This design comes from an exercise in tuning for small area and a short achievable clock period on the open sky130 flow, not from production work.
Where RTL was checked, it was by simulation tests only, not by an equivalence proof against the original.
No functional check of the RTL was part of runs 1 to 4.
Power figures rest on the tool's default switching activity, not on a simulated workload.

<file path="flow/design.v">
module k2mix_rxdec (
    input  wire        clk,
    input  wire        rst,         
    input  wire        in_valid,
    input  wire [7:0]  in_byte,
    input  wire        in_last,
    output reg         out_valid,
    output reg  [2:0]  out_st,
    output reg  [7:0]  out_cmd,
    output reg  [7:0]  out_plen,
    output reg  [2:0]  out_kind,
    output reg  [7:0]  out_node,
    output reg  [31:0] out_val
);
    localparam [7:0] START_BYTE            = 8'h02;
    localparam [7:0] STOP_BYTE             = 8'h03;
    localparam [7:0] CMD_GET_VALUES        = 8'h04;
    localparam [7:0] CMD_SET_DUTY          = 8'h05;
    localparam [7:0] CMD_SET_CURRENT       = 8'h06;
    localparam [7:0] CMD_SET_CURRENT_BRAKE = 8'h07;
    localparam [7:0] CMD_FORWARD           = 8'h22;
    localparam [2:0] ST_OK    = 3'd1;
    localparam [2:0] ST_SHORT = 3'd2;
    localparam [2:0] ST_START = 3'd3;
    localparam [2:0] ST_LEN   = 3'd4;
    localparam [2:0] ST_SIZE  = 3'd5;
    localparam [2:0] ST_STOP  = 3'd6;
    localparam [2:0] ST_CRC   = 3'd7;
    localparam [2:0] K_RAW = 3'd0, K_DUTY = 3'd1, K_CURRENT = 3'd2,
                     K_BRAKE = 3'd3, K_GETVALUES = 3'd4, K_ROUTED = 3'd5;
    localparam [8:0] POS0 = 9'd508;
    reg  [8:0]  pos;
    reg  [15:0] crc;
    reg         b0ok;       
    reg         p2is5;      
    wire [15:0] crc_nx;
    wire [7:0]  cx = crc[15:8] ^ in_byte;
    wire [7:0]  cy = cx ^ {4'd0, cx[7:4]};
    assign crc_nx = {crc[7:0], 8'd0} ^ {cy[3:0], 12'd0} ^ {3'd0, cy, 5'd0} ^ {8'd0, cy};
    wire at0 = (pos == POS0);
    wire at1 = (pos == POS0 + 9'd1);
    wire at2 = (pos == POS0 + 9'd2);
    wire at3 = (pos == POS0 + 9'd3);
    wire at4 = (pos == 9'd0);
    wire l5  = (out_plen == 8'd5);
    wire l7  = (out_plen == 8'd7);
    wire l1  = (out_plen == 8'd1);
    wire val_sh = (l5 & (at3 | (pos <= 9'd2))) | (l7 & (pos >= 9'd1) & (pos <= 9'd4));
    wire short_c = (pos[8] & pos[7]) | at4;
    wire size_ok = (pos == {1'b0, out_plen});
    reg  [2:0] st_pre;      
    always @(*) begin
        if (short_c)                st_pre = ST_SHORT;
        else if (!b0ok)             st_pre = ST_START;
        else if (out_plen == 8'd0)  st_pre = ST_LEN;
        else if (!size_ok)          st_pre = ST_SIZE;
        else if (crc != 16'd0)      st_pre = ST_CRC;
        else                        st_pre = ST_OK;
    end
    reg  [2:0] st_r;
    reg        stop_ok;
    reg        fin;         
    wire [2:0] st = ((st_r == ST_OK || st_r == ST_CRC) && !stop_ok) ? ST_STOP : st_r;
    wire ok = (st == ST_OK);
    reg [2:0] kind;
    always @(*) begin
        if (l5 && out_cmd == CMD_SET_DUTY)                 kind = K_DUTY;
        else if (l5 && out_cmd == CMD_SET_CURRENT)         kind = K_CURRENT;
        else if (l5 && out_cmd == CMD_SET_CURRENT_BRAKE)   kind = K_BRAKE;
        else if (l1 && out_cmd == CMD_GET_VALUES)          kind = K_GETVALUES;
        else if (l7 && out_cmd == CMD_FORWARD && p2is5)    kind = K_ROUTED;
        else                                               kind = K_RAW;
    end
    wire has_val = (kind == K_DUTY) | (kind == K_CURRENT) | (kind == K_BRAKE) | (kind == K_ROUTED);
    wire last = in_valid & in_last;
    always @(posedge clk) begin
        if (rst) begin
            pos       <= POS0;
            fin       <= 1'b0;
            out_valid <= 1'b0;
        end else begin
            fin       <= last;
            out_valid <= fin;
            if (in_valid) begin
                if (in_last)
                    pos <= POS0;
                else if (!(pos[8] & !pos[7]))
                    pos <= pos + 9'd1;
            end
        end
    end
    always @(posedge clk) begin
        if (last) begin
            st_r    <= st_pre;
            stop_ok <= (in_byte == STOP_BYTE);
        end
        if (in_valid && !in_last) begin
            crc <= (at0 | at1) ? 16'd0 : crc_nx;
            if (at0) b0ok  <= (in_byte == START_BYTE);
            if (at4) p2is5 <= (in_byte == CMD_SET_DUTY);
        end
        if (fin) begin
            out_st   <= st;
            out_kind <= ok ? kind : K_RAW;
            if (!ok) out_cmd  <= 8'd0;
            if (!ok) out_plen <= 8'd0;
            if (!(ok && kind == K_ROUTED)) out_node <= 8'd0;
            if (!(ok && has_val)) out_val <= 32'd0;
        end
        if (in_valid) begin
            if (at1) out_plen <= in_byte;
            if (at2) out_cmd  <= in_byte;
            if (at3) out_node <= in_byte;
            if (val_sh) out_val <= {out_val[23:0], in_byte};
        end
    end
endmodule
</file>
<file path="flow/flow/run.sh">
#!/bin/bash
# The standard layout, with the port buffers made of the smallest
# buffer (buf_1) instead of the one buffer_ports picks by default.
set -euo pipefail
bash standard.sh 'BUFFER_PORTS_ARGS=-buffer_cell sky130_fd_sc_hd__buf_1' finish > standard_flow.log 2>&1
</file>
<file path="flow/standard.sh">
#!/bin/bash
# synth_recipe.tcl (not shown) runs the flow's synth.tcl, then flattens the netlist and writes it again
# the make line also repeats each setting of config.mk as NAME=value (left out here)
make -C /OpenROAD-flow-scripts/flow DESIGN_CONFIG=/design/flow/config.mk WORK_HOME=/design/flow/orfs CLKGATE_MAP_FILE= SYNTH_SCRIPT=/design/flow/synth_recipe.tcl "${@:-finish}"
</file>
<file path="flow/config.mk">
export PLATFORM = sky130hd
export DESIGN_NAME = k2mix_rxdec
export DESIGN_NICKNAME = k2mix_rxdec
export VERILOG_FILES = /design/flow/design.v
export SDC_FILE = /design/flow/constraint.sdc
export NUM_CORES = 4
export LEC_CHECK = 0
export CAP_MARGIN = 20
export CORE_MARGIN = 2
export CORE_UTILIZATION = 40
export PLACE_DENSITY = 0.6
export SLEW_MARGIN = 20
</file>
<file path="flow/constraint.sdc">
create_clock -name core_clock -period 10.0 [get_ports {clk}]
set_input_delay 2.0000 -clock core_clock [delete_from_list [all_inputs] [get_ports {clk}]]
set_output_delay 2.0000 -clock core_clock [all_outputs]
set_load 0.01 [all_outputs]
</file>
==> results of run 1 <==
-- where the power goes --
group          total (mW)  internal (mW)  switching (mW)
Clock               0.257          0.111           0.146
Combinational      0.0983         0.0392          0.0591
Sequential          0.440          0.416          0.0245
-- metal layers --
metal / GRT usage [%] / vias to the layer above / share of wire [%]
li1: - / 1524 / -
met4: 5.429 / 0 / 0.96
met3: 3.993 / 13 / 5.2
met1: 23.96 / 1448 / 48
met5: 0 / - / 0
met2: 26.62 / 95 / 46
-- tightest hold or removal path: cells and delay by family, from the launching register on --
kind | cells | cell delay, ns
compound gates | 1 | 0.05
flops | 1 | 0.32
simple gates | 1 | 0.05
-- layout make-up --
| cell class | count | area (µm²) | share of cell area (%) |
|---|---|---|---|
| Clock buffer | 10 | 148.9 | 3.228 |
| Clock inverter | 6 | 56.30 | 1.221 |
| Inverter | 7 | 26.28 | 0.5696 |
| Multi-Input combinational cell | 269 | 1740 | 37.73 |
| Sequential cell | 95 | 2182 | 47.30 |
| Tap cell | 133 | 166.4 | 3.607 |
| Timing Repair Buffer | 76 | 292.8 | 6.347 |
-- flip-flops by register name, summed over array words and instances, names as in the netlist, 3 cells and up --
name,cells
out_st,3
out_cmd,8
out_plen,8
out_val,32
st_r,3
out_node,8
out_kind,3
pos,9
crc,16
-- cell usage after synthesis (all sizes together) (5+ instances only) --
library cell | instances | area [µm²]
ha | 5 | 62.56
a21oi | 9 | 45.04
edfxtp | 28 | 840.8
nand2 | 55 | 206.5
nor2 | 21 | 78.83
nor2b | 8 | 50.05
a22o | 32 | 282.8
inv | 7 | 26.28
nor4 | 9 | 77.57
nor3 | 7 | 40.04
nand4 | 5 | 46.29
dfxtp | 67 | 1341
clkbuf | 15 | 65.05
o21ai | 21 | 105.1
buf | 9 | 66.31
xor2 | 8 | 70.07
nand3 | 19 | 95.09
or3 | 7 | 48.80
and3 | 6 | 37.54
xnor2 | 29 | 254.0
-- stage by stage --
step | instances | power [mW]
finish | 596 | 0.7962
global placement | 580 | 0.5451
global route | 596 | 0.8320
detailed placement | 580 | 0.5466
CTS | 596 | 0.8050
floorplan | 395 | 0.5153
-- cells by family after synthesis --
kind of cell | Yosys count | share of synthesized area [%]
AO/OA/AOI/OAI | 77 | 14.08
XOR/XNOR | 37 | 7.947
adder cells (fa/ha/maj) | 5 | 1.534
buffers and inverters | 31 | 3.866
flip-flops | 95 | 53.51
AND/OR/NAND/NOR | 150 | 19.06
-- path summary, 6_finish.rpt --
check	end	start	slack (ns)
setup / recovery	p2is5	in_valid	6.72
hold / removal	out_node[0]	out_node[0]	0.46
setup reg to reg	out_val[31]	pos[2]	7.27
hold reg to reg	out_node[0]	out_node[0]	0.46
==> notes.md, run 1 <==
share of layout cells above drive strength 1=6.479%; # fillers=1018; initial antenna violation count=0; critical path's largest stage delay=0.80 ns; DIE AREA=11020 µm²; num rows=36; drt pass-1 iters=5; max-slew violation count=0; placed cell area=4408 µm²; CTS Buffer Depth=2; number of max-cap violations=0; DRC viols=0; fmax=305.1 MHz; Area Growth Syn to Fin=13.13%; Avg Inst Size Synth=10.32 µm²; synth warn=1; WP depth=4; VDD IR max=0.07262 mV; CP delay by family, top=simple AND/OR/NAND/NOR gates; Final Hold Vio Count=0; CTS tree=yes; most frequent cells in the layout=buf_1, dfxtp_1, nand2_1, a22o_1, xnor2_1; Worst Setup End Kind=flip-flop; Post-CTS Setup Inserts=0; Worst Reg-to-Reg Cells=7; routed vias/inst=5.168; ys async rst share=0%; vias in the first global route=2857; CTS resizes=0; leakage=1.608 nW; Avg WL per Cell=15.78 µm; synthesized flop and latch total=95; Worst Setup Start Kind=input port; worst hold margin=0.4645 ns; first-pass GRT wire length=15.01 mm; PwrDens=172.6 nW/µm²; post-layout minimum cycle time=3.278 ns; final WL=9.407 mm; height of the die=105.0 µm; core area=9819 µm²; Hold Path Cell Cnt=2; Post-synth top flop=dfxtp_1; Mapped Area=4078 µm²; post-synthesis cell type count=52; Worst Path Arrival=3.36 ns; skew final=0.01382 ns; Slew @ Worst Pin=0.9348 ns; Port Buf Inserts=74; Crit Path Category=in -> reg; dpl ws=6.066 ns; post-layout net count=475; GRT overflow=0; setup ws final=6.722 ns; Final setup viols=0; CTS Hold Bufs=0; syn nets=412; commonest non-fill, non-tap cell in the layout=buf_1; register area share after synthesis=53.51%; CP cell instances=buf_1 -> buf_4 -> nor2b_2 -> and3_1; via count=3080; routability cong.=0.8056; CTS root buffer=clkbuf_8; HP Class=reg -> reg; EDFF count, synth=28; Layout Cell Area excl Fill=4613 µm²; Setup TNS Final=0 ns; Clock Sinks=95; number of buffers created by CTS=9; peak fanout along the critical path=19; CP required=10.08 ns; RSZ-0062 raised after global routing=no; GRT Total Usage=17.25%; Initial Utilization=41.53%; Final ANT Viol Nets=0; First DRT Iteration DRCs=155; DP Wirelength=6.632 mm; Die Width=105.0 µm; diode count=0; Top Ports=75; Synth Instances=395; Max-slew headroom=37.40%; Final Cycle Share=32.78%; status=complete, no violations; Buf/Inv on CP=2; Clk Latency, worst-skew pair=0.37 ns; slowest CP cell=nor2b_2; Clock transition at path regs=0.10 ns; H-tree levels=3; fin util=46.98%; largest net degree at the start of global routing=33
==> run 2, diff against run 1 <==
==> flow/run.sh (new file) <==
#!/bin/bash
# synth_recipe.tcl (not shown) runs the flow's synth.tcl, then flattens the netlist and writes it again
# the make line also repeats each setting of config.mk as NAME=value (left out here)
make -C /OpenROAD-flow-scripts/flow DESIGN_CONFIG=/design/flow/config.mk WORK_HOME=/design/flow/orfs CLKGATE_MAP_FILE= SYNTH_SCRIPT=/design/flow/synth_recipe.tcl finish
removed: flow/flow/run.sh
removed: flow/standard.sh
==> notes.md, run 2 <==
synth cell count leaders=dfxtp_1, nand2_1, a22o_1 (unchanged); register area share after synthesis=53.51% (unchanged); VDD IR max=0.09152 mV (was 0.07262 mV); Initial Utilization=41.53% (unchanged); vias in the first global route=2824 (was 2857); CTS tree=yes (unchanged); via count=3052 (was 3080); leakage=1.790 nW (was 1.608 nW); GRT overflow=0 (unchanged); worst hold margin=0.4629 ns (was 0.4645 ns); Top Ports=75 (unchanged); post-layout net count=475 (unchanged); Slew @ Worst Pin=0.6601 ns (was 0.9348 ns); RSZ-0062 raised after global routing=no (unchanged); CP required=10.30 ns (was 10.08 ns); skew final=0.009531 ns (was 0.01382 ns); drt pass-1 iters=5 (unchanged); Clk Latency, worst-skew pair=0.36 ns (was 0.37 ns); Final Hold Vio Count=0 (unchanged); CTS root buffer=clkbuf_8 (unchanged); CP cell instances=clkdlybuf4s50_1 -> nand3_1 -> nor3_2 -> or2_2 -> a22o_2 (was buf_1 -> buf_4 -> nor2b_2 -> and3_1); fmax=253.9 MHz (was 305.1 MHz); DIE AREA=11020 µm² (unchanged); Post-CTS Setup Inserts=0 (unchanged); post-layout minimum cycle time=3.938 ns (was 3.278 ns); first-pass GRT wire length=15.35 mm (was 15.01 mm); CTS Hold Bufs=0 (unchanged); number of buffers created by CTS=9 (unchanged); Final ANT Viol Nets=0 (unchanged); Avg Inst Size Synth=10.32 µm² (unchanged); ys async rst share=0% (unchanged); dpl ws=5.353 ns (was 6.066 ns); largest registers=out_val x32, crc x16, pos x9 (unchanged); Final setup viols=0 (unchanged); most frequent cell after synthesis=dfxtp_1 (unchanged); final WL=9.632 mm (was 9.407 mm); DRC viols=0 (unchanged); Synth Instances=395 (unchanged); post-synth top area cell=dfxtp_1 (unchanged); Clock Sinks=95 (unchanged); adder-cell share of the synthesized area=1.534% (unchanged); share of the synthesized area in the top cell type=32.89% (unchanged); Most flops, register=out_val (unchanged); max-slew violation count=0 (unchanged); Post-synth top flop=dfxtp_1 (unchanged); Worst Setup Start Kind=input port (unchanged); Clock transition at path regs=0.09 ns (was 0.10 ns); largest family of logic cells by synthesized area=simple AND/OR/NAND/NOR gates (unchanged); H-tree levels=3 (unchanged); total power=823.4 µW (was 796.2 µW); Port Buf Inserts=74 (unchanged); DP Wirelength=6.905 mm (was 6.632 mm); CP delay by family, top=simple AND/OR/NAND/NOR gates (unchanged); number of max-cap violations=0 (unchanged); largest net degree at the start of global routing=33 (unchanged); CTS resizes=0 (unchanged); Avg WL per Cell=16.16 µm (was 15.78 µm); simple-gate portion of the synthesized area=19.05% (unchanged); most frequent cells in the layout=clkdlybuf4s50_1, dfxtp_1, nand2_1, a22o_1, xnor2_1 (was buf_1, dfxtp_1, nand2_1, a22o_1, xnor2_1); critical path's largest stage delay=0.89 ns (was 0.80 ns); commonest non-fill, non-tap cell in the layout=clkdlybuf4s50_1 (was buf_1); fin util=51.77% (was 46.98%); diode count=0 (unchanged); share of layout cells above drive strength 1=6.263% (was 6.479%); Buf/Inv on CP=1 (was 2); synth warn=1 (unchanged); Worst Path Arrival=4.24 ns (was 3.36 ns); compound-gate portion of the synthesized area=14.08% (unchanged); height of the die=105.0 µm (unchanged); post-synthesis mux area share=0% (unchanged); slowest CP cell=clkdlybuf4s50_1 (was nor2b_2); EDFF count, synth=28 (unchanged); setup ws final=6.062 ns (was 6.722 ns); GRT Total Usage=17.59% (was 17.25%); syn nets=412 (unchanged); routability cong.=0.7969 (was 0.8056); Crit Path Category=in -> reg (unchanged); status=complete, no violations (unchanged); num rows=36 (unchanged); initial antenna violation count=0 (unchanged); synthesized flop and latch total=95 (unchanged); Synth Area in XOR/XNOR=7.947% (unchanged); Mapped Area=4078 µm² (unchanged); Die Width=105.0 µm (unchanged); First DRT Iteration DRCs=157 (was 155); HP Class=reg -> reg (unchanged); CTS Buffer Depth=2 (unchanged); Setup TNS Final=0 ns (unchanged); Final Cycle Share=39.38% (was 32.78%); core area=9819 µm² (unchanged); Worst Setup End Kind=flip-flop (unchanged); Max-slew headroom=55.86% (was 37.40%); main area contributors after synthesis=dfxtp_1, edfxtp_1, a22o_1 (unchanged); peak fanout along the critical path=32 (was 19); routed vias/inst=5.121 (was 5.168); Area Growth Syn to Fin=24.67% (was 13.13%); Largest register FFs=32 (unchanged); post-synthesis cell type count=52 (unchanged); PwrDens=162.0 nW/µm² (was 172.6 nW/µm²)
[run 2: changes by cell type in the layout (fill, tap and decap cells not counted), moves of 2 or more]
cell	delta
clkinv_2	+2
inv_8	-2
buf_1	-74
clkdlybuf4s50_1	+74
[run 2: cells by family (layout without fill, tap and decap cells)]
logic type,after synthesis,after routing
fa+ha+maj,5,5
compound gates,77,77
simple gates,150,150
xor+xnor,37,37
buf+inv,31,99
flops,95,95
[run 2: metal layers]
layer / GRT usage (%) / up-vias / part of all wire, %
met4: 5.524 / 0 / 0.98
li1: - / 1519 / -
met1: 24.16 / 1441 / 48
met2: 27.69 / 83 / 46
met3: 3.743 / 9 / 5.5
met5: 0 / - / 0
[run 2: through the flow]
step / cell area [µm²] / instances
final: 5084 / 596
after floorplan: 4078 / 395
after global routing: 5084 / 596
after detailed placement: 4868 / 580
after CTS: 5084 / 596
after global placement: 4868 / 580
[run 2: final cells by class]
cell class	instances	area, µm²
clock inverters	6	66.31
clock buffers	10	148.9
well taps	133	166.4
repair buffers	76	755.7
flip-flops and latches	95	2182
fillers	932	4736
inverters	7	26.28
multi-input cells	269	1738
[run 2: path summary, 6_finish.rpt]
path / start / cells past startpoint / slack [ns] / end
setup / recovery: in_valid / 5 / 6.06 / out_val[31]
hold / removal: out_node[4] / 2 / 0.46 / out_node[4]
setup reg to reg: pos[2] / 7 / 7.30 / out_val[31]
hold reg to reg: out_node[4] / 2 / 0.46 / out_node[4]
[run 2: worst register-to-register path: stages (launching register included)]
cell and delay (ns):
dfxtp_1 0.50, nand4_1 0.23, nor3_1 0.23, ha_1 0.42
a41oi_1 0.14, nor3_2 0.32, or2_2 0.57, a22o_2 0.24
[run 2: report_power, final]
part / switching [mW] / leakage, nW / internal (mW)
logic: 0.0588 / 0.870 / 0.0540
registers: 0.0252 / 0.808 / 0.416
clock network: 0.138 / 0.112 / 0.132
total: 0.222 / 1.79 / 0.602
==> run 3, diff against run 2 <==
--- a/flow/design.v
+++ b/flow/design.v
@@ -91,9 +91,11 @@
     end
     always @(posedge clk) begin
-        if (last) begin
-            st_r    <= st_pre;
-            stop_ok <= (in_byte == STOP_BYTE);
-        end
-        if (in_valid && !in_last) begin
+        st_r     <= st_pre;
+        stop_ok  <= (in_byte == STOP_BYTE);
+        out_st   <= st;
+        out_kind <= ok ? kind : K_RAW;
+    end
+    always @(posedge clk) begin
+        if (in_valid) begin
             crc <= (at0 | at1) ? 16'd0 : crc_nx;
             if (at0) b0ok  <= (in_byte == START_BYTE);
@@ -101,6 +103,4 @@
         end
         if (fin) begin
-            out_st   <= st;
-            out_kind <= ok ? kind : K_RAW;
             if (!ok) out_cmd  <= 8'd0;
             if (!ok) out_plen <= 8'd0;
==> flow/flow/run.sh (new file) <==
#!/bin/bash
set -euo pipefail
bash standard.sh 'BUFFER_PORTS_ARGS=-buffer_cell sky130_fd_sc_hd__buf_1' SETUP_SLACK_MARGIN=7.2 finish > standard_flow.log 2>&1
==> flow/standard.sh (new file) <==
#!/bin/bash
# synth_recipe.tcl (not shown) runs the flow's synth.tcl, then flattens the netlist and writes it again
# the make line also repeats each setting of config.mk as NAME=value (left out here)
make -C /OpenROAD-flow-scripts/flow DESIGN_CONFIG=/design/flow/config.mk WORK_HOME=/design/flow/orfs CLKGATE_MAP_FILE= SYNTH_SCRIPT=/design/flow/synth_recipe.tcl "${@:-finish}"
removed: flow/run.sh
==> notes.md, run 3 <==
status=complete, no violations (unchanged); number of max-cap violations=0 (unchanged); DIE AREA=10670 µm² (was 11020 µm²); peak fanout along the critical path=8 (was 32); First DRT Iteration DRCs=141 (was 157); synth warn=1 (unchanged); Mapped Area=3943 µm² (was 4078 µm²); largest registers=out_val x32, crc x16, pos x9 (unchanged); via count=3510 (was 3052); Layout Cell Area excl Fill=5988 µm² (was 5084 µm²); initial antenna violation count=0 (unchanged); main area contributors after synthesis=dfxtp_1, edfxtp_1, a22o_1 (unchanged); Worst Setup End Kind=flip-flop (unchanged); Area Growth Syn to Fin=51.89% (was 24.67%); slowest CP cell=or4_4 (was clkdlybuf4s50_1); dpl ws=6.023 ns (was 5.353 ns); Final Cycle Share=31.39% (was 39.38%); synth cell count leaders=dfxtp_1, nand2_1, a22o_1 (unchanged); post-layout net count=552 (was 475); share of the synthesized area in the top cell type=39.10% (was 32.89%); largest net degree at the start of global routing=33 (unchanged); fmax=318.5 MHz (was 253.9 MHz); Buf/Inv on CP=4 (was 1); Clock transition at path regs=0.10 ns (was 0.09 ns); Layout Cells excl Fill=673 (was 596); H-tree levels=3 (unchanged); Largest register FFs=32 (unchanged); leakage=2.479 nW (was 1.790 nW); final WL=11.52 mm (was 9.632 mm); Worst Setup Start Kind=input port (unchanged); Final Hold Vio Count=0 (unchanged); DRC viols=0 (unchanged); first-pass GRT wire length=17.59 mm (was 15.35 mm); total power=884.4 µW (was 823.4 µW); Avg Inst Size Synth=9.906 µm² (was 10.32 µm²); fin util=61.83% (was 51.77%); VDD IR max=0.08848 mV (was 0.09152 mV); share of layout cells above drive strength 1=47.96% (was 6.263%); ys async rst share=0% (unchanged); EDFF count, synth=18 (was 28); worst hold margin=0.4674 ns (was 0.4629 ns); routed vias/inst=5.215 (was 5.121); critical path's largest stage delay=0.43 ns (was 0.89 ns); Die Width=103.3 µm (was 105.0 µm); Slew @ Worst Pin=0.6043 ns (was 0.6601 ns); Setup TNS Final=0 ns (unchanged); Post-synth top flop=dfxtp_1 (unchanged); Clk Latency, worst-skew pair=0.38 ns (was 0.36 ns); Worst Path Arrival=3.41 ns (was 4.24 ns); CP delay by family, top=simple AND/OR/NAND/NOR gates (unchanged); height of the die=103.3 µm (was 105.0 µm); GRT Total Usage=21.92% (was 17.59%); most frequent cell after synthesis=dfxtp_1 (unchanged); Most flops, register=out_val (unchanged); post-synth top area cell=dfxtp_1 (unchanged); Crit Path Category=in -> reg (unchanged); Initial Utilization=40.71% (was 41.53%); GRT overflow=0 (unchanged); CTS Buffer Depth=2 (unchanged); num rows=36 (unchanged); RSZ-0062 raised after global routing=yes (was no); Top Ports=75 (unchanged); diode count=0 (unchanged); max-slew violation count=0 (unchanged); post-synthesis cell type count=48 (was 52); core area=9684 µm² (was 9819 µm²); most frequent cells in the layout=buf_4, buf_6, nand2_1, dfxtp_2, a22o_1 (was clkdlybuf4s50_1, dfxtp_1, nand2_1, a22o_1, xnor2_1); cell mode on critical path=buf_12; CTS root buffer=clkbuf_8 (unchanged); HP Class=reg -> reg (unchanged); Avg WL per Cell=17.11 µm (was 16.16 µm); setup ws final=6.861 ns (was 6.062 ns); Max-slew headroom=59.61% (was 55.86%); placed cell area=4420 µm² (was 4868 µm²); vias in the first global route=3288 (was 2824); routability cong.=0.8768 (was 0.7969); Final ANT Viol Nets=0 (unchanged); commonest non-fill, non-tap cell in the layout=buf_4 (was clkdlybuf4s50_1); CTS tree=yes (unchanged); CP cell instances=buf_8 -> buf_12 -> nand3_2 -> or4_4 -> nor2_4 -> a311oi_4 -> buf_12 -> buf_12 -> a22o_2 (was clkdlybuf4s50_1 -> nand3_1 -> nor3_2 -> or2_2 -> a22o_2); number of buffers created by CTS=9 (unchanged); Clock Sinks=95 (unchanged); CP required=10.27 ns (was 10.30 ns); register area share after synthesis=52.81% (was 53.51%); syn nets=415 (was 412); skew final=0.01538 ns (was 0.009531 ns); post-layout minimum cycle time=3.139 ns (was 3.938 ns); Port Buf Inserts=74 (unchanged); drt pass-1 iters=4 (was 5); Synth Instances=398 (was 395); DP Wirelength=6.665 mm (was 6.905 mm); PwrDens=147.7 nW/µm² (was 162.0 nW/µm²); placed cells=586 (was 580); synthesized flop and latch total=95 (unchanged); Final setup viols=0 (unchanged)
run 3: repair_timing:
action / CTS / global route
endpoints found under the setup margin: 140 / 119
hold endpoints to repair: 0 / 0
gates resized for setup: 214 / 19
hold buffers: 0 / 0
gates cloned: 3 / 1
pin swaps: 8 / 13
setup buffers: 50 / 17
run 3: kinds of logic (layout without fill, tap and decap cells):
logic type / count (synthesis) / in the layout / synth area share [%]
flops: 95 / 95 / 52.81
compound gates: 75 / 75 / 13.77
buf+inv: 32 / 174 / 3.713
fa+ha+maj: 5 / 5 / 1.587
xor+xnor: 36 / 36 / 7.998
simple gates: 155 / 155 / 20.12
run 3: final timing paths:
kind | startpoint | endpoint | slack [ns] | cells past startpoint
worst max register to register | out_plen[5] | out_val[14] | 7.17 | 8
worst min-delay path | b0ok | st_r[0] | 0.47 | 1
worst max-delay path | in_valid | out_val[29] | 6.86 | 9
worst min register to register | b0ok | st_r[0] | 0.47 | 1
run 3: power breakdown:
part	switching, mW	internal, mW
Combinational	0.0869	0.0946
Sequential	0.0224	0.418
Clock	0.161	0.101
run 3: layer usage:
layer / GRT usage, % / up-vias / wire [µm] / part of all wire, %
li1: - / 1686 / - / -
met5: 0 / - / 0 / 0
met4: 7.389 / 0 / 156 / 1.4
met2: 37.16 / 109 / 5802 / 50
met1: 28.24 / 1702 / 4895 / 43
met3: 4.099 / 13 / 663 / 5.8
run 3: layout make-up:
type | count | area [µm²]
fill | 746 | 3696
sequential | 95 | 2165
multi-input combinational | 271 | 1942
timing repair buffer | 148 | 1470
tap | 133 | 166.4
clock buffer | 9 | 123.9
clock inverter | 7 | 83.83
inverter | 10 | 37.54
==> run 4, diff against run 3 <==
==> flow/flow/run.sh (replaced) <==
#!/bin/bash
# The standard layout, with the port buffers made of the smallest
# buffer (buf_1) instead of the one buffer_ports picks by default.
set -euo pipefail
bash standard.sh 'BUFFER_PORTS_ARGS=-buffer_cell sky130_fd_sc_hd__buf_1' finish > standard_flow.log 2>&1
==> notes.md, run 4 <==
Crit Path Category=in -> reg (unchanged); GRT overflow=0 (unchanged); post-synth top area cell=dfxtp_1 (unchanged); routed vias/inst=5.065 (was 5.215); diode count=0 (unchanged); most frequent cells in the layout=dfxtp_1, buf_1, nand2_1, a22o_1, nor2_1 (was buf_4, buf_6, nand2_1, dfxtp_2, a22o_1); Avg Inst Size Synth=9.906 µm² (unchanged); CTS Buffer Depth=2 (unchanged); register area share after synthesis=52.81% (unchanged); Worst Path Arrival=4.11 ns (was 3.41 ns); Clock Sinks=95 (unchanged); share of the synthesized area in the top cell type=39.10% (unchanged); most frequent cell after synthesis=dfxtp_1 (unchanged); leakage=1.609 nW (was 2.479 nW); H-tree levels=3 (unchanged); worst hold margin=0.4629 ns (was 0.4674 ns); main area contributors after synthesis=dfxtp_1, edfxtp_1, a22o_1 (unchanged); CP required=10.32 ns (was 10.27 ns); drt pass-1 iters=5 (was 4); largest net degree at the start of global routing=36 (was 33); Port Buf Inserts=74 (unchanged); Synth Instances=398 (unchanged); PwrDens=180.7 nW/µm² (was 147.7 nW/µm²); via count=3049 (was 3510); Area Growth Syn to Fin=14.57% (was 51.89%); Setup TNS Final=0 ns (unchanged); Clk Latency, worst-skew pair=0.38 ns (about the same); max-slew violation count=0 (unchanged); synth cell count leaders=dfxtp_1, nand2_1, a22o_1 (unchanged); register area=2082 µm² (was 2165 µm²); Hold Path Cell Cnt=1 (unchanged); Max-slew headroom=32.82% (was 59.61%); core area=9684 µm² (unchanged); CTS root buffer=clkbuf_8 (unchanged); RSZ-0062 raised after global routing=no (was yes); GRT Total Usage=17.33% (was 21.92%); Top Ports=75 (unchanged); commonest non-fill, non-tap cell in the layout=dfxtp_1 (was buf_4); Mapped Area=3943 µm² (unchanged); Clock transition at path regs=0.10 ns (about the same); number of buffers created by CTS=9 (unchanged); Final Cycle Share=37.85% (was 31.39%); synth warn=1 (unchanged); Initial Utilization=40.71% (unchanged); Final setup viols=0 (unchanged); vias in the first global route=2767 (was 3288); Worst Setup Start Kind=input port (unchanged); Die Width=103.3 µm (unchanged); post-layout net count=481 (was 552); ys async rst share=0% (unchanged); HP Class=reg -> reg (unchanged); Final Hold Vio Count=0 (unchanged); post-synthesis cell type count=48 (unchanged); status=complete, no violations (unchanged); Slew @ Worst Pin=1.004 ns (was 0.6043 ns); skew final=0.01716 ns (was 0.01538 ns); CTS Hold Bufs=0 (unchanged); routability cong.=0.8794 (was 0.8768); first-pass GRT wire length=13.90 mm (was 17.59 mm); DRC viols=0 (unchanged); Most flops, register=out_val (unchanged); DP Wirelength=6.374 mm (was 6.665 mm); final WL=8.903 mm (was 11.52 mm); First DRT Iteration DRCs=164 (was 141); DIE AREA=10670 µm² (unchanged); Worst Reg-to-Reg Cells=6 (was 8); post-layout minimum cycle time=3.785 ns (was 3.139 ns); Final ANT Viol Nets=0 (unchanged); Post-synth top flop=dfxtp_1 (unchanged); CTS tree=yes (unchanged); initial antenna violation count=0 (unchanged); largest registers=out_val x32, crc x16, pos x9 (unchanged); Largest register FFs=32 (unchanged); Post-CTS Setup Inserts=0 (was 50); peak fanout along the critical path=35 (was 8); # fillers=975 (was 746); fmax=264.2 MHz (was 318.5 MHz); area of the multi-input gates=1714 µm² (was 1942 µm²); synthesized flop and latch total=95 (unchanged); height of the die=103.3 µm (unchanged); Worst Setup End Kind=flip-flop (unchanged); number of max-cap violations=0 (unchanged); CTS resizes=0 (was 214); total power=816.2 µW (was 884.4 µW); EDFF count, synth=18 (unchanged); VDD IR max=0.06846 mV (was 0.08848 mV); share of layout cells above drive strength 1=7.676% (was 47.96%); syn nets=415 (unchanged); Avg WL per Cell=14.79 µm (was 17.11 µm); num rows=36 (unchanged)
[run 4: cell counts after synthesis]
Identical to the previous run, type by type.
[run 4: routing by layer]
metal	wire, µm	share of wire, %	vias up	track usage [%]
li1	-	-	1539	-
met1	4179	47	1428	23.37
met2	4127	46	65	26.32
met3	385	4.3	17	4.099
met4	211	2.4	0	8.198
met5	0	0	-	0
[run 4: stage by stage]
step	util [%]	instance area, µm²	worst slack (ns)	instances
finish	46.64	4517	6.215	602
global route	46.64	4517	6.008	602
CTS	46.64	4517	6.211	602
detailed placement	44.41	4300	5.816	586
global placement	44.41	4300	5.863	586
floorplan	-	3943	6.134	398
[run 4: final timing paths]
check	to	start	slack, ns
max reg2reg	out_val[11]	out_plen[5]	7.26
min	out_st[0]	st_r[0]	0.46
min reg2reg	out_st[0]	st_r[0]	0.46
max	out_val[31]	in_valid	6.22
[run 4: where the power goes]
group,switching [mW],leakage [nW],internal (mW)
logic,0.0646,0.691,0.0475
registers,0.0234,0.807,0.416
clock network,0.151,0.111,0.114
total,0.239,1.61,0.577
[run 4: logic make-up after synthesis]
kind of cell | share of synthesized area, %
fa+ha+maj | 1.587
compound gates | 13.77
simple gates | 20.12
buf+inv | 3.713
xor+xnor | 7.998
flops | 52.81
[run 4: critical path: stages]
cell	delay (ns)
buf_1	0.07
buf_4	0.35
nand3_1	0.13
or4_2	0.55
nor2_1	0.22
or2_2	0.54
a22o_2	0.23
[run 4: layout make-up]
cell class	count	share of cell area, %
Inverter	10	0.8310
Multi-Input combinational cell	271	37.95
Timing Repair Buffer	77	6.648
Sequential cell	95	46.09
Clock inverter	6	1.496
Tap cell	133	3.684
Clock buffer	10	3.296
==> run 5, diff against run 4 <==
--- a/flow/design.v
+++ b/flow/design.v
@@ -49,17 +49,14 @@
     wire short_c = (pos[8] & pos[7]) | at4;
     wire size_ok = (pos == {1'b0, out_plen});
-    reg  [2:0] st_pre;      
+    reg  [2:0] st;
     always @(*) begin
-        if (short_c)                st_pre = ST_SHORT;
-        else if (!b0ok)             st_pre = ST_START;
-        else if (out_plen == 8'd0)  st_pre = ST_LEN;
-        else if (!size_ok)          st_pre = ST_SIZE;
-        else if (crc != 16'd0)      st_pre = ST_CRC;
-        else                        st_pre = ST_OK;
+        if (short_c)                st = ST_SHORT;
+        else if (!b0ok)             st = ST_START;
+        else if (out_plen == 8'd0)  st = ST_LEN;
+        else if (!size_ok)          st = ST_SIZE;
+        else if (in_byte != STOP_BYTE) st = ST_STOP;
+        else if (crc != 16'd0)      st = ST_CRC;
+        else                        st = ST_OK;
     end
-    reg  [2:0] st_r;
-    reg        stop_ok;
-    reg        fin;         
-    wire [2:0] st = ((st_r == ST_OK || st_r == ST_CRC) && !stop_ok) ? ST_STOP : st_r;
     wire ok = (st == ST_OK);
     reg [2:0] kind;
@@ -77,9 +74,7 @@
         if (rst) begin
             pos       <= POS0;
-            fin       <= 1'b0;
             out_valid <= 1'b0;
         end else begin
-            fin       <= last;
-            out_valid <= fin;
+            out_valid <= last;
             if (in_valid) begin
                 if (in_last)
@@ -91,10 +86,4 @@
     end
     always @(posedge clk) begin
-        st_r     <= st_pre;
-        stop_ok  <= (in_byte == STOP_BYTE);
-        out_st   <= st;
-        out_kind <= ok ? kind : K_RAW;
-    end
-    always @(posedge clk) begin
         if (in_valid) begin
             crc <= (at0 | at1) ? 16'd0 : crc_nx;
@@ -102,11 +91,12 @@
             if (at4) p2is5 <= (in_byte == CMD_SET_DUTY);
         end
-        if (fin) begin
+        if (last) begin
+            out_st   <= st;
+            out_kind <= ok ? kind : K_RAW;
             if (!ok) out_cmd  <= 8'd0;
             if (!ok) out_plen <= 8'd0;
             if (!(ok && kind == K_ROUTED)) out_node <= 8'd0;
             if (!(ok && has_val)) out_val <= 32'd0;
-        end
-        if (in_valid) begin
+        end else if (in_valid) begin
             if (at1) out_plen <= in_byte;
             if (at2) out_cmd  <= in_byte;
==> flow/run.sh (new file) <==
#!/bin/bash
# synth_recipe.tcl (not shown) runs the flow's synth.tcl, then flattens the netlist and writes it again
# the make line also repeats each setting of config.mk as NAME=value (left out here)
make -C /OpenROAD-flow-scripts/flow DESIGN_CONFIG=/design/flow/config.mk WORK_HOME=/design/flow/orfs CLKGATE_MAP_FILE= SYNTH_SCRIPT=/design/flow/synth_recipe.tcl finish
removed: flow/flow/run.sh
removed: flow/standard.sh
==> notes.md, run 5 <==
fmax=240.2 MHz (was 264.2 MHz); core area=9819 µm² (was 9684 µm²); PwrDens=154.1 nW/µm² (was 180.7 nW/µm²); Internal Pwr Total=581.2 µW (was 577.3 µW); Final ANT Viol Nets=0 (unchanged); leakage=1.738 nW (was 1.609 nW); drt pass-1 iters=4 (was 5); Largest register FFs=32 (unchanged); routed vias/inst=4.951 (was 5.065); Avg Inst Size Synth=12.94 µm² (was 9.906 µm²); Top Ports=75 (unchanged); Sw Ratio=26.31% (was 29.26%); post-synth top area cell=edfxtp_1 (was dfxtp_1); HP Class=reg -> reg (unchanged); DP Wirelength=6.100 mm (was 6.374 mm); Worst Setup Start Kind=input port (unchanged); most frequent cells in the layout=edfxtp_1, clkdlybuf4s50_1, and2_1, nor2_1 (was dfxtp_1, buf_1, nand2_1, a22o_1, nor2_1); number of buffers created by CTS=9 (unchanged); CP required=9.98 ns (was 10.32 ns); Final Cycle Share=41.62% (was 37.85%); post-synthesis cell type count=43 (was 48); critical path's largest stage delay=0.85 ns (was 0.55 ns); CTS Hold Bufs=0 (unchanged); Slew @ Worst Pin=1.061 ns (was 1.004 ns); first-pass GRT wire length=13.47 mm (was 13.90 mm); CTS root buffer=clkbuf_8 (unchanged); Crit Path Category=in -> reg (unchanged); Final Hold Vio Count=0 (unchanged); DRC viols=0 (unchanged); Post-synth top flop=edfxtp_1 (was dfxtp_1); worst hold margin=0.5492 ns (was 0.4629 ns); vias in the first global route=2516 (was 2767); GRT Total Usage=15.91% (was 17.33%); GRT overflow=0 (unchanged); placed cells=512 (was 586); Clock Sinks=90 (was 95); placed cell area=4930 µm² (was 4300 µm²); final WL=8.537 mm (was 8.903 mm); Setup TNS Final=0 ns (unchanged); DIE AREA=10940 µm² (was 10670 µm²); EDFF count, synth=80 (was 18); register area share after synthesis=64.28% (was 52.81%); Synth Instances=313 (was 398); num rows=36 (unchanged); largest registers=out_val x32, crc x16, pos x9 (unchanged); Comb pwr share=13.5% (was 13.7%); ys async rst share=0% (unchanged); VDD IR max=0.07230 mV (was 0.06846 mV); CP cell instances=clkdlybuf4s50_1 -> and3b_1 -> and3_1 -> nand2_1 -> nor3_2 -> a31oi_4 (was buf_1 -> buf_4 -> nand3_1 -> or4_2 -> nor2_1 -> or2_2 -> a22o_2); max-slew violation count=0 (unchanged); syn nets=330 (was 415); Layout Cells excl Fill=528 (was 602); Worst Setup End Kind=flip-flop (unchanged); most frequent cell after synthesis=edfxtp_1 (was dfxtp_1); post-layout minimum cycle time=4.162 ns (was 3.785 ns); Post-CTS Setup Inserts=0 (unchanged); CTS resizes=0 (unchanged); diode count=0 (unchanged); skew final=0.01103 ns (was 0.01716 ns); peak fanout along the critical path=32 (was 35); fin util=52.12% (was 46.64%); total power=788.7 µW (was 816.2 µW); share of the synthesized area in the top cell type=59.33% (was 39.10%); First DRT Iteration DRCs=144 (was 164); synth warn=1 (unchanged); Clock power frac=29.8% (was 32.5%); dpl ws=5.171 ns (was 5.816 ns); status=complete, no violations (unchanged); Final setup viols=0 (unchanged); Area Growth Syn to Fin=26.39% (was 14.57%); Worst Path Arrival=4.14 ns (was 4.11 ns); via count=2614 (was 3049); CTS tree=yes (unchanged); post-layout net count=407 (was 481); Initial Utilization=41.23% (was 40.71%); synth cell count leaders=edfxtp_1, and2_1, nor2_1 (was dfxtp_1, nand2_1, a22o_1); Avg WL per Cell=16.17 µm (was 14.79 µm); initial antenna violation count=0 (unchanged); setup ws final=5.838 ns (was 6.215 ns); synthesized flop and latch total=90 (was 95); Die Width=104.6 µm (was 103.3 µm); height of the die=104.6 µm (was 103.3 µm); share of layout cells above drive strength 1=6.835% (was 7.676%); Most flops, register=out_val (unchanged); main area contributors after synthesis=edfxtp_1, and2_1, dfxtp_1 (was dfxtp_1, edfxtp_1, a22o_1); largest net degree at the start of global routing=43 (was 36); CTS Buffer Depth=2 (unchanged); sequential share of power=56.8% (was 53.8%); slowest CP cell=a31oi_4 (was or4_2); Layout Cell Area excl Fill=5117 µm² (was 4517 µm²); RSZ-0062 raised after global routing=no (unchanged); commonest non-fill, non-tap cell in the layout=edfxtp_1 (was dfxtp_1); Mapped Area=4049 µm² (was 3943 µm²); Psw=207.5 µW (was 238.8 µW); H-tree levels=3 (unchanged); Max-slew headroom=29.24% (was 32.82%); routability cong.=0.8121 (was 0.8794); Clock transition at path regs=0.10 ns (about the same); Port Buf Inserts=74 (unchanged); Clk Latency, worst-skew pair=0.36 ns (was 0.38 ns); number of max-cap violations=0 (unchanged)
==> run 5: cell count changes in the layout (fill, tap and decap cells not counted), sizes merged, moves of 32 or more <==
cell and change:
and2 +41, clkdlybuf4s50 +74, buf -76, nand2 -37, dfxtp -67, a22o -32, edfxtp +62
==> run 5: power by group through the flow <==
stage / combinational (mW) / clock (mW) / sequential [mW]
after floorplan: 0.0586 / 0 / 0.458
after global placement: 0.106 / 0 / 0.456
after detailed placement: 0.106 / 0 / 0.457
after CTS: 0.107 / 0.239 / 0.448
after global routing: 0.116 / 0.253 / 0.451
final: 0.106 / 0.235 / 0.448
==> run 5: worst paths after layout <==
| path | from | slack (ns) | endpoint | depth (start not counted) |
|---|---|---|---|---|
| worst min register to register | out_val[16] | 0.55 | out_val[24] | 1 |
| worst min-delay path | out_val[16] | 0.55 | out_val[24] | 1 |
| worst max register to register | pos[2] | 7.08 | out_val[16] | 7 |
| worst max-delay path | in_byte[1] | 5.84 | out_val[16] | 6 |
==> run 5: layer usage <==
| metal | GRT usage, % | share of wire (%) |
|---|---|---|
| met3 | 3.182 | 5.7 |
| met1 | 21.60 | 46 |
| met2 | 25.35 | 47 |
| met5 | 0 | 0 |
| met4 | 6.000 | 1.5 |
==> run 5: area by class of cell <==
cell class	count	area, µm²
Multi-Input combinational cell	207	1389
Fill cell	891	4702
Clock inverter	7	61.31
Inverter	7	26.28
Sequential cell	90	2603
Tap cell	133	166.4
Clock buffer	9	123.9
Timing Repair Buffer	75	748.2
==> run 5: cell families after synthesis <==
| family | after synthesis | synth area share, % |
|---|---|---|
| adders and majority gates | 5 | 1.545 |
| AOI/OAI and AO/OA | 21 | 3.677 |
| xor gates and xnor gates | 36 | 7.973 |
| muxes | 2 | 0.4945 |
| DFF | 90 | 64.28 |
| buffers and inverters | 16 | 1.854 |
| and+or+nand+nor | 143 | 20.18 |
==> run 5: worst max-delay path, delay by kind of cell <==
kind / cells / cell delay (ns)
AOI/OAI and AO/OA: 1 / 0.85
buffers and inverters: 1 / 0.55
and+or+nand+nor: 4 / 0.72
==> run 6, diff against run 5 <==
--- a/flow/design.v
+++ b/flow/design.v
@@ -30,4 +30,12 @@
                      K_BRAKE = 3'd3, K_GETVALUES = 3'd4, K_ROUTED = 3'd5;
     localparam [8:0] POS0 = 9'd508;
+    reg         v_r;        
+    reg         l_r;        
+    reg  [7:0]  b_r;
+    always @(posedge clk) begin
+        v_r <= in_valid & ~rst;
+        l_r <= in_last;
+        b_r <= in_byte;
+    end
     reg  [8:0]  pos;
     reg  [15:0] crc;
@@ -35,5 +43,5 @@
     reg         p2is5;      
     wire [15:0] crc_nx;
-    wire [7:0]  cx = crc[15:8] ^ in_byte;
+    wire [7:0]  cx = crc[15:8] ^ b_r;
     wire [7:0]  cy = cx ^ {4'd0, cx[7:4]};
     assign crc_nx = {crc[7:0], 8'd0} ^ {cy[3:0], 12'd0} ^ {3'd0, cy, 5'd0} ^ {8'd0, cy};
@@ -55,5 +63,5 @@
         else if (out_plen == 8'd0)  st = ST_LEN;
         else if (!size_ok)          st = ST_SIZE;
-        else if (in_byte != STOP_BYTE) st = ST_STOP;
+        else if (b_r != STOP_BYTE) st = ST_STOP;
         else if (crc != 16'd0)      st = ST_CRC;
         else                        st = ST_OK;
@@ -70,5 +78,5 @@
     end
     wire has_val = (kind == K_DUTY) | (kind == K_CURRENT) | (kind == K_BRAKE) | (kind == K_ROUTED);
-    wire last = in_valid & in_last;
+    wire last = v_r & l_r;
     always @(posedge clk) begin
         if (rst) begin
@@ -77,6 +85,6 @@
         end else begin
             out_valid <= last;
-            if (in_valid) begin
-                if (in_last)
+            if (v_r) begin
+                if (l_r)
                     pos <= POS0;
                 else if (!(pos[8] & !pos[7]))
@@ -86,21 +94,21 @@
     end
     always @(posedge clk) begin
-        if (in_valid) begin
+        if (v_r) begin
             crc <= (at0 | at1) ? 16'd0 : crc_nx;
-            if (at0) b0ok  <= (in_byte == START_BYTE);
-            if (at4) p2is5 <= (in_byte == CMD_SET_DUTY);
+            if (at0) b0ok  <= (b_r == START_BYTE);
+            if (at4) p2is5 <= (b_r == CMD_SET_DUTY);
         end
+        out_st   <= st;
+        out_kind <= ok ? kind : K_RAW;
         if (last) begin
-            out_st   <= st;
-            out_kind <= ok ? kind : K_RAW;
             if (!ok) out_cmd  <= 8'd0;
             if (!ok) out_plen <= 8'd0;
             if (!(ok && kind == K_ROUTED)) out_node <= 8'd0;
             if (!(ok && has_val)) out_val <= 32'd0;
-        end else if (in_valid) begin
-            if (at1) out_plen <= in_byte;
-            if (at2) out_cmd  <= in_byte;
-            if (at3) out_node <= in_byte;
-            if (val_sh) out_val <= {out_val[23:0], in_byte};
+        end else if (v_r) begin
+            if (at1) out_plen <= b_r;
+            if (at2) out_cmd  <= b_r;
+            if (at3) out_node <= b_r;
+            if (val_sh) out_val <= {out_val[23:0], b_r};
         end
     end
==> flow/flow/run.sh (new file) <==
#!/bin/bash
# The standard layout, with the port buffers made of the smallest
# buffer (buf_1) instead of the one buffer_ports picks by default.
set -euo pipefail
bash standard.sh 'BUFFER_PORTS_ARGS=-buffer_cell sky130_fd_sc_hd__buf_1' finish > standard_flow.log 2>&1
==> flow/standard.sh (new file) <==
#!/bin/bash
# synth_recipe.tcl (not shown) runs the flow's synth.tcl, then flattens the netlist and writes it again
# the make line also repeats each setting of config.mk as NAME=value (left out here)
make -C /OpenROAD-flow-scripts/flow DESIGN_CONFIG=/design/flow/config.mk WORK_HOME=/design/flow/orfs CLKGATE_MAP_FILE= SYNTH_SCRIPT=/design/flow/synth_recipe.tcl "${@:-finish}"
--- a/flow/config.mk
+++ b/flow/config.mk
@@ -8,5 +8,5 @@
 export CAP_MARGIN = 20
 export CORE_MARGIN = 2
-export CORE_UTILIZATION = 40
-export PLACE_DENSITY = 0.6
+export CORE_UTILIZATION = 70
+export PLACE_DENSITY = 0.8
 export SLEW_MARGIN = 20
removed: flow/run.sh
==> notes.md, run 6 <==
status=complete, no violations (unchanged); Initial Utilization=71.45% (was 41.23%); share of layout cells above drive strength 1=8.108% (was 6.835%); leakage=1.634 nW (was 1.738 nW); CP required=8.00 ns (was 9.98 ns); Final Hold Vio Count=0 (unchanged); most frequent cells in the layout=edfxtp_1, buf_1, and2_1, dfxtp_1, nor2_1 (was edfxtp_1, clkdlybuf4s50_1, and2_1, nor2_1); Final Cycle Share=31.05% (was 41.62%); largest family of logic cells by synthesized area=simple AND/OR/NAND/NOR gates (unchanged); Worst Setup End Kind=primary output (was flip-flop); DRC viols=0 (unchanged); Synth Area in XOR/XNOR=6.914% (was 7.973%); skew final=0.01516 ns (was 0.01103 ns); main area contributors after synthesis=edfxtp_1, dfxtp_1, and2_1 (was edfxtp_1, and2_1, dfxtp_1); routed vias/inst=5.942 (was 4.951); ys async rst share=0% (unchanged); routability cong.=0.9109 (was 0.8121); adder-cell share of the synthesized area=1.497% (was 1.545%); post-synthesis cell type count=46 (was 43); DIE AREA=6606 µm² (was 10940 µm²); Post-CTS Setup Inserts=0 (unchanged); Final ANT Viol Nets=0 (unchanged); via count=2864 (was 2614); synthesized flop and latch total=100 (was 90); DP Wirelength=6.110 mm (was 6.100 mm); CTS Buffer Depth=2 (unchanged); critical path's largest stage delay=0.55 ns (was 0.85 ns); first-pass GRT wire length=12.47 mm (was 13.47 mm); VDD IR max=0.1054 mV (was 0.07230 mV); fmax=322.0 MHz (was 240.2 MHz); syn nets=340 (was 330); Mapped Area=4180 µm² (was 4049 µm²); post-synthesis mux area share=0% (was 0.4944%); Avg Inst Size Synth=12.94 µm² (about the same); Most flops, register=out_val (unchanged); EDFF count, synth=74 (was 80); Port Buf Inserts=74 (unchanged); CTS root buffer=clkbuf_8 (unchanged); peak fanout along the critical path=7 (was 32); Clock transition at path regs=0.11 ns (was 0.10 ns); Avg WL per Cell=17.75 µm (was 16.17 µm); Post-synth top flop=edfxtp_1 (unchanged); HP Class=reg -> reg (unchanged); number of buffers created by CTS=9 (unchanged); Worst Path Arrival=1.11 ns (was 4.14 ns); post-layout minimum cycle time=3.105 ns (was 4.162 ns); GRT Total Usage=26.45% (was 15.91%); slowest CP cell=edfxtp_1 (was a31oi_4); max-slew violation count=0 (unchanged); Clk Latency, worst-skew pair=0.37 ns (was 0.36 ns); vias in the first global route=2639 (was 2516); RSZ-0062 raised after global routing=no (unchanged); PwrDens=167.9 nW/µm² (was 154.1 nW/µm²); Largest register FFs=32 (unchanged); Buf/Inv on CP=1 (unchanged); Final setup viols=0 (unchanged); CTS resizes=0 (unchanged); CTS tree=yes (unchanged); worst hold margin=0.5151 ns (was 0.5492 ns); Clock Sinks=100 (was 90); Area Growth Syn to Fin=13.41% (was 26.39%); Slew @ Worst Pin=1.063 ns (was 1.061 ns); post-layout net count=419 (was 407); Setup TNS Final=0 ns (unchanged); largest registers=out_val x32, crc x16, pos x9 (unchanged); First DRT Iteration DRCs=200 (was 144); Worst Setup Start Kind=flip-flop (was input port); synth cell count leaders=edfxtp_1, and2_1, dfxtp_1 (was edfxtp_1, and2_1, nor2_1); drt pass-1 iters=5 (was 4); compound-gate portion of the synthesized area=4.130% (was 3.677%); core area=5851 µm² (was 9819 µm²); Max-slew headroom=28.97% (was 29.24%); Die Width=81.28 µm (was 104.6 µm); Crit Path Category=reg -> out (was in -> reg); initial antenna violation count=0 (unchanged); CP cell instances=buf_1 (was clkdlybuf4s50_1 -> and3b_1 -> and3_1 -> nand2_1 -> nor3_2 -> a31oi_4); post-synth top area cell=edfxtp_1 (unchanged); largest net degree at the start of global routing=41 (was 43); Top Ports=75 (unchanged); diode count=0 (unchanged); register area share after synthesis=65.61% (was 64.28%); final WL=8.555 mm (was 8.537 mm); CP delay by family, top=flip-flops (was compound AO/OA/AOI/OAI gates); synth warn=1 (unchanged); share of the synthesized area in the top cell type=53.16% (was 59.33%); num rows=28 (was 36); number of max-cap violations=0 (unchanged); GRT overflow=0 (unchanged); CTS Hold Bufs=0 (unchanged); most frequent cell after synthesis=edfxtp_1 (unchanged); H-tree levels=3 (unchanged); Synth Instances=323 (was 313); # fillers=362 (was 891); height of the die=81.28 µm (was 104.6 µm); simple-gate portion of the synthesized area=20.29% (was 20.18%)
==> run 6: cell families after synthesis <==
family	count (synthesis)
XOR/XNOR	33
buffers and inverters	16
AO/OA/AOI/OAI	28
adder cells (fa/ha/maj)	5
AND/OR/NAND/NOR	141
flip-flops	100
==> run 6: cell type report <==
class                           count  area (µm²)  area share (%)
Clock buffer                        9       123.9           2.613
Clock inverter                      7       75.07           1.584
Inverter                            8       30.03          0.6334
Multi-Input combinational cell    207        1381           29.14
Sequential cell                   100        2744           57.88
Tap cell                           75       93.84           1.979
Timing Repair Buffer               76       292.8           6.176
==> run 6: routing by layer <==
layer  GRT usage, %  share of wire (%)  wire [µm]
met2          44.18                 51       4381
met4          11.19                2.0        175
met1          32.08                 39       3321
met5              0                  0          0
met3          7.778                7.9        677
==> run 6: through the flow <==
stage / power, mW / utilization, % / worst slack (ns) / cell area, µm² / std cells
after floorplan: 0.5315 / - / 6.916 / 4180 / 323
after global placement: 0.5492 / 77.52 / 7.210 / 4536 / 466
after detailed placement: 0.5526 / 77.52 / 7.190 / 4536 / 466
after CTS: 0.7999 / 80.92 / 6.912 / 4735 / 482
after global routing: 0.8236 / 81.03 / 6.845 / 4741 / 482
final: 0.7961 / 81.03 / 6.895 / 4741 / 482
==> run 6: power breakdown <==
group / switching (mW) / internal, mW / total, mW / leakage (nW)
Combinational: 0.0382 / 0.0272 / 0.0654 / 0.632
Clock: 0.154 / 0.0986 / 0.252 / 0.0981
Sequential: 0.0151 / 0.463 / 0.478 / 0.904
==> run 6: final timing paths <==
path | to | from | slack [ns] | cells after the start
setup / recovery | out_plen[1] | out_plen[1] | 6.89 | 1
hold / removal | out_st[0] | b0ok | 0.52 | 1
setup reg to reg | out_plen[6] | pos[8] | 7.30 | 5
hold reg to reg | out_st[0] | b0ok | 0.52 | 1
==> run 7, diff against run 6 <==
--- a/flow/config.mk
+++ b/flow/config.mk
@@ -8,5 +8,5 @@
 export CAP_MARGIN = 20
 export CORE_MARGIN = 2
-export CORE_UTILIZATION = 70
-export PLACE_DENSITY = 0.8
+export CORE_UTILIZATION = 40
+export PLACE_DENSITY = 0.6
 export SLEW_MARGIN = 20
==> notes.md, run 7 <==
status=complete, no violations (unchanged); RSZ-0062 raised after global routing=no (unchanged); number of buffers created by CTS=9 (unchanged); CTS Hold Bufs=0 (unchanged); post-layout minimum cycle time=3.095 ns (was 3.105 ns); leakage=1.640 nW (was 1.634 nW); H-tree levels=3 (unchanged); Clock Sinks=100 (unchanged); Synth Area in XOR/XNOR=6.914% (unchanged); Clk Latency, worst-skew pair=0.36 ns (was 0.37 ns); fmax=323.1 MHz (was 322.0 MHz); Post-synth top flop=edfxtp_1 (unchanged); max-slew violation count=0 (unchanged); largest family of logic cells by synthesized area=simple AND/OR/NAND/NOR gates (unchanged); height of the die=106.2 µm (was 81.28 µm); VDD IR max=0.06090 mV (was 0.1054 mV); largest registers=out_val x32, crc x16, pos x9 (unchanged); total power=791.2 µW (was 796.1 µW); final WL=8.206 mm (was 8.555 mm); CTS root buffer=clkbuf_8 (unchanged); routed vias/inst=4.813 (was 5.942); CTS resizes=0 (unchanged); fin util=47.14% (was 81.03%); placed cells=529 (was 466); HP Class=reg -> reg (unchanged); Die Width=106.2 µm (was 81.28 µm); compound-gate portion of the synthesized area=4.130% (unchanged); post-synth top area cell=edfxtp_1 (unchanged); GRT Total Usage=15.09% (was 26.45%); Top Ports=75 (unchanged); Final ANT Viol Nets=0 (unchanged); DP Wirelength=6.134 mm (was 6.110 mm); Worst Setup Start Kind=flip-flop (unchanged); first-pass GRT wire length=12.72 mm (was 12.47 mm); CP required=8.00 ns (about the same); ys async rst share=0% (unchanged); post-layout net count=421 (was 419); skew final=0.01223 ns (was 0.01516 ns); diode count=0 (unchanged); First DRT Iteration DRCs=194 (was 200); Most flops, register=out_val (unchanged); adder-cell share of the synthesized area=1.497% (unchanged); Avg WL per Cell=15.06 µm (was 17.75 µm); CTS Buffer Depth=2 (unchanged); Mapped Area=4180 µm² (unchanged); Max-slew headroom=35.44% (was 28.97%); Buf/Inv on CP=1 (unchanged); Crit Path Category=reg -> out (unchanged); DIE AREA=11280 µm² (was 6606 µm²); Layout Cell Area excl Fill=4823 µm² (was 4741 µm²); placed cell area=4634 µm² (was 4536 µm²); via count=2623 (was 2864); critical path's largest stage delay=0.54 ns (was 0.55 ns); num rows=37 (was 28); initial antenna violation count=0 (unchanged); number of max-cap violations=0 (unchanged); vias in the first global route=2433 (was 2639); Slew @ Worst Pin=0.9647 ns (was 1.063 ns); Synth Instances=323 (unchanged); Avg Inst Size Synth=12.94 µm² (unchanged); Worst Setup End Kind=primary output (unchanged); area of the multi-input gates=1384 µm² (was 1381 µm²); synth warn=1 (unchanged); synth cell count leaders=edfxtp_1, and2_1, dfxtp_1 (unchanged); DRC viols=0 (unchanged); slowest CP cell=edfxtp_1 (unchanged); Layout Cells excl Fill=545 (was 482); Post-CTS Setup Inserts=0 (unchanged); post-synthesis mux area share=0% (unchanged); GRT overflow=0 (unchanged); most frequent cells in the layout=edfxtp_1, buf_1, and2_1, dfxtp_1, nor2_1 (unchanged); Final Hold Vio Count=0 (unchanged); register area share after synthesis=65.61% (unchanged); register area=2743 µm² (was 2744 µm²); Setup TNS Final=0 ns (unchanged); Final setup viols=0 (unchanged); post-synthesis cell type count=46 (unchanged); Worst Path Arrival=1.10 ns (was 1.11 ns); syn nets=340 (unchanged); core area=10230 µm² (was 5851 µm²); share of the synthesized area in the top cell type=53.16% (unchanged); Area Growth Syn to Fin=15.38% (was 13.41%); share of layout cells above drive strength 1=7.579% (was 8.108%); largest net degree at the start of global routing=40 (was 41); peak fanout along the critical path=8 (was 7); # fillers=940 (was 362); drt pass-1 iters=4 (was 5); most frequent cell after synthesis=edfxtp_1 (unchanged); CTS tree=yes (unchanged); Clock transition at path regs=0.09 ns (was 0.11 ns); Largest register FFs=32 (unchanged); main area contributors after synthesis=edfxtp_1, dfxtp_1, and2_1 (unchanged); EDFF count, synth=74 (unchanged); Port Buf Inserts=74 (unchanged); CP cell instances=buf_1 (unchanged); simple-gate portion of the synthesized area=20.29% (unchanged); routability cong.=0.7733 (was 0.9109); Final Cycle Share=30.95% (was 31.05%); PwrDens=164.0 nW/µm² (was 167.9 nW/µm²); synthesized flop and latch total=100 (unchanged); Initial Utilization=40.86% (was 71.45%); CP delay by family, top=flip-flops (unchanged)
## run 7: final timing paths
check                           slack (ns)     endpoint        start  depth (start not counted)
worst min register to register        0.47    out_st[0]         b0ok                          1
worst max-delay path                  6.90  out_plen[2]  out_plen[2]                          1
worst max register to register        7.38  out_val[26]       pos[8]                          5
worst min-delay path                  0.47    out_st[0]         b0ok                          1
## run 7: final cells by class
type,instances,area share (%)
Tap cell,136,3.528
Sequential cell,100,56.86
Inverter,8,0.6226
Clock buffer,9,2.568
Timing Repair Buffer,78,6.381
Multi-Input combinational cell,207,28.69
Clock inverter,7,1.349
## run 7: kinds of logic after synthesis
family,after synthesis
buffers and inverters,16
adder cells (fa/ha/maj),5
AND/OR/NAND/NOR,141
AO/OA/AOI/OAI,28
flip-flops,100
XOR/XNOR,33
## run 7: through the flow
stage | worst slack (ns) | hold WS, ns
6_report | 6.905 | 0.4749
5_1_grt | 6.851 | 0.4940
4_1_cts | 6.901 | 0.4810
3_5_place_dp | 7.192 | 0.4722
3_3_place_gp | 7.218 | 0.4790
2_1_floorplan | 6.916 | 0.4213
## run 7: routing by layer
metal | track usage, % | routed length [µm]
met5 | 0 | 0
met4 | 7.331 | 158
met3 | 2.636 | 351
met2 | 24.04 | 3898
met1 | 19.98 | 3798
## run 7: power breakdown
part	leakage [nW]	switching, mW	internal (mW)
clock network	0.0950	0.134	0.115
logic	0.641	0.0384	0.0277
registers	0.904	0.0133	0.463
total	1.64	0.186	0.606
==> run 8, diff against run 7 <==
--- a/flow/config.mk
+++ b/flow/config.mk
@@ -9,4 +9,6 @@
 export CORE_MARGIN = 2
 export CORE_UTILIZATION = 40
+export CTS_CLUSTER_DIAMETER = 150
+export CTS_CLUSTER_SIZE = 50
 export PLACE_DENSITY = 0.6
 export SLEW_MARGIN = 20
==> notes.md, run 8 <==
DP Wirelength=6.134 mm (unchanged); Final setup viols=0 (unchanged); First DRT Iteration DRCs=194 (unchanged); Top Ports=75 (unchanged); leakage=1.640 nW (unchanged); Setup TNS Final=0 ns (unchanged); HP Class=reg -> reg (unchanged); core area=10230 µm² (unchanged); worst hold margin=0.4749 ns (unchanged); Port Buf Inserts=74 (unchanged); synth warn=1 (unchanged); synth cell count leaders=edfxtp_1, and2_1, dfxtp_1 (unchanged); Worst R2R End=out_val[26] (unchanged); Worst Setup Start Kind=flip-flop (unchanged); register area share after synthesis=65.61% (unchanged); Slew @ Worst Pin=0.9647 ns (unchanged); height of the die=106.2 µm (unchanged); CTS root buffer=clkbuf_8 (unchanged); post-layout net count=421 (unchanged); number of buffers created by CTS=9 (unchanged); VDD IR max=0.06090 mV (unchanged); peak fanout along the critical path=8 (unchanged); adder-cell share of the synthesized area=1.497% (unchanged); GRT Total Usage=15.09% (unchanged); Mapped Area=4180 µm² (unchanged); largest family of logic cells by synthesized area=simple AND/OR/NAND/NOR gates (unchanged); main area contributors after synthesis=edfxtp_1, dfxtp_1, and2_1 (unchanged); Clock Sinks=100 (unchanged); Post-CTS Setup Inserts=0 (unchanged); Synth Area in XOR/XNOR=6.914% (unchanged); HP Start=b0ok (unchanged); simple-gate portion of the synthesized area=20.29% (unchanged); fmax=323.1 MHz (unchanged); Avg Inst Size Synth=12.94 µm² (unchanged); DIE AREA=11280 µm² (unchanged); number of max-cap violations=0 (unchanged); most frequent cell after synthesis=edfxtp_1 (unchanged); Largest register FFs=32 (unchanged); CP required=8.00 ns (about the same); largest net degree at the start of global routing=40 (unchanged); skew final=0.01223 ns (unchanged); crit path launch=out_plen[2] (unchanged); compound-gate portion of the synthesized area=4.130% (unchanged); syn nets=340 (unchanged); Final Cycle Share=30.95% (unchanged); max-slew violation count=0 (unchanged); Clk Latency, worst-skew pair=0.36 ns (about the same); DRC viols=0 (unchanged); Hold Path Cell Cnt=1 (unchanged); slowest CP cell=edfxtp_1 (unchanged); GRT overflow=0 (unchanged); Final ANT Viol Nets=0 (unchanged); vias in the first global route=2433 (unchanged); Area Growth Syn to Fin=15.38% (unchanged); PwrDens=164.0 nW/µm² (unchanged); Worst Setup End Kind=primary output (unchanged); final WL=8.206 mm (unchanged); Worst Reg-to-Reg Cells=5 (unchanged); Clock transition at path regs=0.09 ns (about the same); Max-slew headroom=35.44% (unchanged); critical path's largest stage delay=0.54 ns (about the same); diode count=0 (unchanged); CTS tree=yes (unchanged); fin util=47.14% (unchanged); Buf/Inv on CP=1 (unchanged); post-synthesis cell type count=46 (unchanged); Most flops, register=out_val (unchanged); CTS Buffer Depth=2 (unchanged); CP cell instances=buf_1 (unchanged); total power=791.2 µW (unchanged); Hold Path Sink=out_st[0] (unchanged); Die Width=106.2 µm (unchanged); ys async rst share=0% (unchanged); Layout Cells excl Fill=545 (unchanged); R2R Path Start=pos[8] (unchanged); Synth Instances=323 (unchanged); CTS Hold Bufs=0 (unchanged); Avg WL per Cell=15.06 µm (unchanged); share of layout cells above drive strength 1=7.579% (unchanged); share of the synthesized area in the top cell type=53.16% (unchanged); post-synth top area cell=edfxtp_1 (unchanged); num rows=37 (unchanged); drt pass-1 iters=4 (unchanged); via count=2623 (unchanged); H-tree levels=3 (unchanged); Initial Utilization=40.86% (unchanged); Post-synth top flop=edfxtp_1 (unchanged); Crit Path Category=reg -> out (unchanged); Worst Path Arrival=1.10 ns (about the same); post-synthesis mux area share=0% (unchanged); post-layout minimum cycle time=3.095 ns (unchanged); placed cells=529 (unchanged); first-pass GRT wire length=12.72 mm (unchanged); EDFF count, synth=74 (unchanged); most frequent cells in the layout=edfxtp_1, buf_1, and2_1, dfxtp_1, nor2_1 (unchanged); largest registers=out_val x32, crc x16, pos x9 (unchanged); synthesized flop and latch total=100 (unchanged); CP delay by family, top=flip-flops (unchanged); routed vias/inst=4.813 (unchanged); R2R setup slack=7.38 ns (about the same); status=complete, no violations (unchanged); Final Hold Vio Count=0 (unchanged); CTS resizes=0 (unchanged); routability cong.=0.7733 (unchanged); initial antenna violation count=0 (unchanged); RSZ-0062 raised after global routing=no (unchanged)
## run 8: logic make-up (layout without fill, tap and decap cells)
kind of cell               Yosys count  count (layout)
buffers and inverters               16             102
AOI/OAI and AO/OA                   28              28
and+or+nand+nor                    141             141
DFF                                100             100
adders and majority gates            5               5
xor gates and xnor gates            33              33
## run 8: area by class of cell
type	count	area, µm²
Tap cell	136	170.2
Multi-Input combinational cell	207	1384
Sequential cell	100	2743
Inverter	8	30.03
Fill cell	940	5408
Timing Repair Buffer	78	307.8
Clock inverter	7	65.06
Clock buffer	9	123.9
## run 8: report_power, final
part	internal (mW)	leakage, nW	switching (mW)
Sequential	0.463	0.904	0.0133
Combinational	0.0277	0.641	0.0384
Clock	0.115	0.0950	0.134
Total	0.606	1.64	0.186
## run 8: worst max-delay path by stage
stage                        endpoint  slack, ns  cells past startpoint
after detailed placement       pos[5]       7.19                      3
after floorplan            out_val[0]       6.92                      5
after global routing      out_plen[2]       6.85                      1
after global placement         pos[7]       7.22                      3
after CTS                 out_plen[1]       6.90                      1
final                     out_plen[2]       6.90                      1
## run 8: layer usage
layer / share of wire (%) / track usage, % / vias to the layer above
li1: - / - / 1318
met1: 46 / 19.98 / 1240
met2: 48 / 24.04 / 54
met3: 4.3 / 2.636 / 11
met4: 1.9 / 7.331 / 0
met5: 0 / 0 / -
## run 8: metrics by stage
step,worst slack (ns),area [µm²]
after floorplan,6.916,4180
after global placement,7.218,4634
after detailed placement,7.192,4634
after CTS,6.901,4823
after global routing,6.851,4823
final,6.905,4823

[static timing again, ports no longer ideal]
No port has a modelled driver above. Below, the same layouts with a new extraction and two added sets of constraints. Step 1: set_driving_cell puts a clkbuf_16 on clk and a buf_2 on each other input, an assumption about the parent block. Step 2, shift: input delay + t, output delay - t, t = (earliest + latest rising clock arrival at the registers) / 2. This alone moves slack from input paths to output paths. Slacks: no drivers / after step 1 / after step 2; pairs: no drivers / after step 1.
run	t (ns)	setup slack, ns
run 1	0.393	6.722 / 6.732 / 6.339
run 2	0.386	6.062 / 6.072 / 5.686
run 3	0.404	6.861 / 6.845 / 6.440
run 4	0.399	6.215 / 6.225 / 5.825
run 5	0.389	5.838 / 5.839 / 5.451
run 6	0.397	6.895 / 6.862 / 7.173
run 7	0.390	6.905 / 6.873 / 7.224
run 8	0.390	6.905 / 6.873 / 7.224
After both steps setup and hold are still met in every run listed.
